What follows belongs to an exercise in optimizing a design on an open flow for small area, a short achievable clock period and few clock cycles per item; a production flow would make more cautious choices.
No functional check of the RTL was part of this run.

$ cat flow/config.mk
export PLATFORM = sky130hd
export DESIGN_NAME = pck_cost
export DESIGN_NICKNAME = pck_cost
export VERILOG_FILES = /design/flow/design.v
export SDC_FILE = /design/flow/constraint.sdc
export NUM_CORES = 4
export LEC_CHECK = 0
export CAP_MARGIN = 20
export CORE_MARGIN = 2
export CORE_UTILIZATION = 40
export SLEW_MARGIN = 20
$ cat flow/constraint.sdc
create_clock -name core_clock -period 27.0 [get_ports {clk}]
set_input_delay 5.4000 -clock core_clock [delete_from_list [all_inputs] [get_ports {clk}]]
set_output_delay 5.4000 -clock core_clock [all_outputs]
set_load 0.01 [all_outputs]
$ cat flow/design.v
module pck_hadamard16 #(
    parameter IW = 9,    
    parameter OW = 13    
) (
    input  wire [16*IW-1:0] x,
    input  wire [1:0]       sz,
    output wire [16*OW-1:0] y
);
    localparam SW = 16*OW;
    wire [5*SW-1:0] st;
    genvar i, s;
    generate
        for (i = 0; i < 16; i = i + 1) begin : g_in
            assign st[OW*i +: OW] = {{(OW-IW){x[IW*i+IW-1]}}, x[IW*i +: IW]};
        end
        for (s = 0; s < 4; s = s + 1) begin : g_stage
            wire en = (s < 2) ? 1'b1 : (s == 2) ? (sz != 2'd0) : (sz == 2'd2);
            for (i = 0; i < 16; i = i + 1) begin : g_el
                if ((i & (1 << s)) == 0) begin : g_sum
                    assign st[SW*(s+1) + OW*i +: OW] = en ?
                        st[SW*s + OW*i +: OW] + st[SW*s + OW*(i+(1<<s)) +: OW] :
                        st[SW*s + OW*i +: OW];
                end else begin : g_dif
                    assign st[SW*(s+1) + OW*i +: OW] = en ?
                        st[SW*s + OW*(i-(1<<s)) +: OW] - st[SW*s + OW*i +: OW] :
                        st[SW*s + OW*i +: OW];
                end
            end
        end
    endgenerate
    assign y = st[SW*4 +: SW];
endmodule
module pck_cost (
    input  wire         clk,
    input  wire         rst,         
    input  wire         in_valid,
    output wire         in_ready,
    input  wire [2:0]   in_op,       
    input  wire [127:0] in_src,      
    input  wire [127:0] in_ref,
    output wire         out_valid,
    input  wire         out_ready,
    output wire [16:0]  out_cost
);
    localparam [1:0] S_ROWS = 2'd0, S_COLS = 2'd1, S_OUT = 2'd2;
    reg  [1:0]  state;
    reg  [3:0]  row_cnt;
    reg  [3:0]  col_cnt;
    reg  [1:0]  sz_q;        
    reg         satd_q;
    reg  [19:0] acc;         
    reg  [1:0] op_sz;
    reg        op_satd;
    always @(*) begin
        case (in_op)
            3'd1:    begin op_sz = 2'd0; op_satd = 1'b0; end
            3'd2:    begin op_sz = 2'd1; op_satd = 1'b0; end
            3'd3:    begin op_sz = 2'd2; op_satd = 1'b0; end
            3'd4:    begin op_sz = 2'd0; op_satd = 1'b1; end
            3'd5:    begin op_sz = 2'd1; op_satd = 1'b1; end
            default: begin op_sz = 2'd2; op_satd = 1'b1; end
        endcase
    end
    wire       first   = (row_cnt == 4'd0);
    wire [1:0] sz      = first ? op_sz   : sz_q;
    wire       satd    = first ? op_satd : satd_q;
    wire [3:0] last_rc = (sz == 2'd0) ? 4'd3 : (sz == 2'd1) ? 4'd7 : 4'd15;
    wire [3:0] last_cc = (sz_q == 2'd0) ? 4'd3 : (sz_q == 2'd1) ? 4'd7 : 4'd15;
    assign in_ready  = (state == S_ROWS);
    wire   in_fire   = in_valid && in_ready;
    wire [16*9-1:0] d_row;
    wire [16*8-1:0] d_abs;       
    reg  [11:0]     row_sad;
    integer k;
    genvar g;
    generate
        for (g = 0; g < 16; g = g + 1) begin : g_diff
            assign d_row[9*g +: 9] = {1'b0, in_src[8*g +: 8]} - {1'b0, in_ref[8*g +: 8]};
            assign d_abs[8*g +: 8] = d_row[9*g+8] ? 8'd0 - d_row[9*g +: 8] : d_row[9*g +: 8];
        end
    endgenerate
    always @(*) begin
        row_sad = 12'd0;
        for (k = 0; k < 16; k = k + 1) begin
            if (k <= last_rc)
                row_sad = row_sad + {4'd0, d_abs[8*k +: 8]};
        end
    end
    wire [16*13-1:0] r_row;
    pck_hadamard16 #(.IW(9), .OW(13)) u_row_tf (
        .x  (d_row),
        .sz (sz),
        .y  (r_row)
    );
    reg [16*13-1:0] rbuf [0:15];
    always @(posedge clk) begin
        if (in_fire)
            rbuf[row_cnt] <= r_row;
    end
    wire [16*13-1:0] col;
    generate
        for (g = 0; g < 16; g = g + 1) begin : g_col
            assign col[13*g +: 13] = rbuf[g][13*col_cnt +: 13];
        end
    endgenerate
    wire [16*18-1:0] t_col;
    pck_hadamard16 #(.IW(13), .OW(18)) u_col_tf (
        .x  (col),
        .sz (sz_q),
        .y  (t_col)
    );
    wire [16*17-1:0] t_abs;      
    generate
        for (g = 0; g < 16; g = g + 1) begin : g_tabs
            assign t_abs[17*g +: 17] = t_col[18*g+17] ? 17'd0 - t_col[18*g +: 17] : t_col[18*g +: 17];
        end
    endgenerate
    reg [20:0] col_sum;
    always @(*) begin
        col_sum = 21'd0;
        for (k = 0; k < 16; k = k + 1) begin
            if (k <= last_cc)
                col_sum = col_sum + {4'd0, t_abs[17*k +: 17]};
        end
    end
    always @(posedge clk) begin
        if (rst) begin
            state   <= S_ROWS;
            row_cnt <= 4'd0;
            col_cnt <= 4'd0;
            sz_q    <= 2'd0;
            satd_q  <= 1'b0;
            acc     <= 20'd0;
        end else begin
            case (state)
                S_ROWS: begin
                    if (in_fire) begin
                        sz_q   <= sz;
                        satd_q <= satd;
                        acc    <= (first ? 20'd0 : acc) + (satd ? 20'd0 : {8'd0, row_sad});
                        if (row_cnt == last_rc) begin
                            row_cnt <= 4'd0;
                            col_cnt <= 4'd0;
                            state   <= satd ? S_COLS : S_OUT;
                        end else begin
                            row_cnt <= row_cnt + 4'd1;
                        end
                    end
                end
                S_COLS: begin
                    acc <= acc + col_sum[19:0];
                    if (col_cnt == last_cc)
                        state <= S_OUT;
                    else
                        col_cnt <= col_cnt + 4'd1;
                end
                default: begin
                    if (out_ready)
                        state <= S_ROWS;
                end
            endcase
        end
    end
    reg [19:0] cost;
    always @(*) begin
        if (!satd_q)
            cost = acc;
        else case (sz_q)
            2'd0:    cost = (acc + 20'd1) >> 1;
            2'd1:    cost = (acc + 20'd2) >> 2;
            default: cost = (acc + 20'd4) >> 3;
        endcase
    end
    assign out_valid = (state == S_OUT);
    assign out_cost  = cost[16:0];
endmodule
$ cat flow/run.sh
#!/bin/bash
# synth_recipe.tcl (not shown) runs the flow's synth.tcl, then flattens the netlist and writes it again
# the make line also repeats each setting of config.mk as NAME=value (left out here)
make -C /OpenROAD-flow-scripts/flow DESIGN_CONFIG=/design/flow/config.mk WORK_HOME=/design/flow/orfs CLKGATE_MAP_FILE= SYNTH_SCRIPT=/design/flow/synth_recipe.tcl finish
==> impl_metrics.yaml <==
critical_path:
  crit_fanout: 10
  crit_type: "flip-flop to flip-flop"
  worst_setup_path_end_kind: "flip-flop"
  critPathArrivalTime_ns: 26.46
  critPathLaunchType: "flip-flop"
  cp-startpoint: "col_cnt[0]"
  cp.required_ns: 27.84
  crit_top_cell: "ha_1"
  crit_slowest_cell: "a21oi_1"
  reg2reg_from: "col_cnt[0]"
  cpPeakStageDelay_ns: 0.66
die:
  initial_core_util: 0.402
  die_area_um2: 591000
  ios: 282
  die_x_um: 769
  num_rows: 280
  fp.dieH_um: 769
  core_area_um2: 582000
cells_and_area:
  fin_nets: 24185
  syn_to_final_growth_pct: 13.2
  layout_commonest_cell: "edfxtp_1"
  mostFrequentLayoutCells: "edfxtp_1, ha_1, inv_1"
  fin_cells: 29554
  drive_gt1_frac: 0.135
  fill_cells: 53019
sta:
  timing.final.max_slew_violations: 0
  fin_crit_ns: 25.62
  fmax_mhz: 39.0
  worst_hold_slack_ns: 0.505
  relSlewSlack: 0.0972
  tightest_slew_ns: 1.34
  post-route-period-util: 0.949
  setup_viol: 0
  fin_skew_ns: 0.0798
  hold_viol: 0
clocking:
  clock_path_buffers: 4
  cts_root_buf: "clkbuf_16"
  clock_latency_ns: 0.99
  clock-sinks: 3361
  cts_buffers: 333
  tritoncts: "yes"
  h-tree-depth: 5
  clkSlewWorstSetupHoldPaths_ns: 0.07
worst_hold_path:
  hold_start: "satd_q"
  hold_class: "flip-flop to flip-flop"
yosys:
  synth_cells: 20604
  synth-seq-area-share: 0.430
  syn-cell-area_um2: 234000
  ys_seq_elements: 3361
  syn_nets: 23279
  yosys.cell_types.count: 110
  synth_edf_count: 3328
  ys_warn_count: 1
  synthFlopType: "edfxtp_1"
  ys_async_sr_fraction: 0
  avgSynthCellArea_um2: 11.4
routing:
  drt_first_pass_iters: 6
  drtIter0Drc: 18746
  drt-wirelength-per-cell_um: 27.0
  drc_errors: 0
  vias_per_cell: 5.70
  postRouteWirelength_mm: 796
  drtAntennaViolNets: 0
  via_count: 168322
grt:
  grt_max_degree: 153
  overflow: 0
  antenna_found_initial: 33
  grt_pass1_wl_mm: 1120
  grtUsageTotal: 0.259
  first_global_vias: 160412
placed_design:
  place.gp.congestion: 1.03
  hpwlAfterDp_mm: 613
  port_buffers: 281
  place_inst: 28888
run:
  cap_violations: 0
outcome:
  outcome: "complete, no violations"
==> Yosys cell counts, drive strengths merged (14+ instances only) <==
library cell / n / area share
nand2b: 142 / 0.0038
inv: 2010 / 0.032
nor3: 230 / 0.0049
a31o: 20 / 0.00075
o22ai: 24 / 0.00069
nand4: 28 / 0.00075
o211ai: 48 / 0.0015
o21bai: 1034 / 0.033
mux2i: 101 / 0.0044
and3: 91 / 0.0024
nand3: 127 / 0.0027
or2: 37 / 0.00099
a31oi: 92 / 0.0025
o21a: 121 / 0.0039
a21o: 445 / 0.014
a221o: 14 / 0.00060
nand2: 960 / 0.015
nor4: 19 / 0.00053
edfxtp: 3328 / 0.43
a211oi: 93 / 0.0030
o21ai: 792 / 0.017
a2111oi: 26 / 0.0011
dfxtp: 33 / 0.0028
clkbuf: 545 / 0.0087
or3: 76 / 0.0020
a22oi: 17 / 0.00055
nor2b: 127 / 0.0034
a22o: 14 / 0.00052
a21oi: 2089 / 0.045
o31ai: 112 / 0.0036
fa: 176 / 0.015
mux4: 1011 / 0.097
buf: 156 / 0.0025
o31a: 19 / 0.00071
ha: 2236 / 0.12
nand3b: 34 / 0.0011
a211o: 26 / 0.00097
mux2: 56 / 0.0027
and2: 72 / 0.0019
xnor2: 1840 / 0.069
nor3b: 19 / 0.00065
a21boi: 29 / 0.00093
nor2: 1547 / 0.025
xor2: 414 / 0.016
==> layout make-up <==
type | count | area (um^2) | share of cell area
Inverter | 2011 | 7550 | 0.0285
Timing Repair Buffer | 1272 | 11300 | 0.0424
Clock buffer | 421 | 8820 | 0.0333
Tap cell | 7755 | 9700 | 0.0366
Clock inverter | 177 | 1720 | 0.00650
Sequential cell | 3361 | 101000 | 0.380
Antenna cell | 26 | 65.1 | 0.000245
Multi-Input combinational cell | 14531 | 125000 | 0.473
==> per-stage QoR <==
stage               instance area [um^2]   util  setup TNS (ns)  setup slack [ns]
finish                            265000  0.455               0              1.38
global route                      265000  0.455          -0.200            -0.105
floorplan                         234000      -               0              1.94
detailed placement                253000  0.434               0             0.388
CTS                               263000  0.452               0             0.211
global placement                  253000  0.434               0             0.333
==> repair_timing <==
item                                    in CTS  in global routing
endpoints found under the setup margin       0                  7
setup buffers                                0                 31
hold buffers                                 0                  0
endpoints found under the hold margin        0                  0
resized for setup                            0                256
==> sequential cells by signal, indices dropped and copies added, names as in the netlist <==
register	flops
state	2
satd_q	1
row_cnt	4
acc	20
col_cnt	4
rbuf	3328
sz_q	2
==> cell families after synthesis <==
logic type,share of synthesized area
xor+xnor,0.0859
fa+ha+maj,0.135
mux,0.104
buf+inv,0.0435
compound gates,0.135
flops,0.430
simple gates,0.0674
==> final timing paths <==
path                                 to  slack [ns]  cells past startpoint
worst min-delay path             satd_q        0.51                      2
worst max register to register  acc[19]        1.38                    120
worst min register to register   satd_q        0.51                      2
worst max-delay path            acc[19]        1.38                    120
==> layer usage <==
layer,track usage,up-vias,routed length [um]
met1,0.356,84198,333000
met5,0,-,103
met3,0.0349,1061,61700
met2,0.415,6603,363000
li1,-,76444,-
met4,0.106,16,39300
==> worst max-delay path: cells and delay by family, from the launching register on <==
kind / cells / cell delay [ns]
multiplexers: 4 / 1.42
AND/OR/NAND/NOR: 25 / 3.02
flip-flops: 1 / 0.40
XOR/XNOR: 14 / 2.82
adder cells (fa/ha/maj): 20 / 6.97
AO/OA/AOI/OAI: 44 / 8.81
buffers and inverters: 13 / 1.97

separate check: timing with driven ports:
No port has a modelled driver above. Below, the same layout with a new extraction and two added sets of constraints. Step 1 assumes that a clkbuf_16 drives the clock port and a buf_2 every other input. Step 2 moves the port delays by t, midway between the first and last clock arrival at a register: inputs arrive t later, outputs are due t later. That takes back most of the time a late clock gives input paths. Slacks: ideal ports / drivers / drivers and shift; pairs: ideal ports / drivers.
t (ns): 1.066
slack for setup (ns): 1.382 / 1.382 / 1.382
hold WS [ns]: 0.505 / 0.505 / 0.505
After both steps this run still meets setup and hold. For this run, drivers alone change the setup slack by 0.000 ns; drivers and shift together by 0.000 ns.
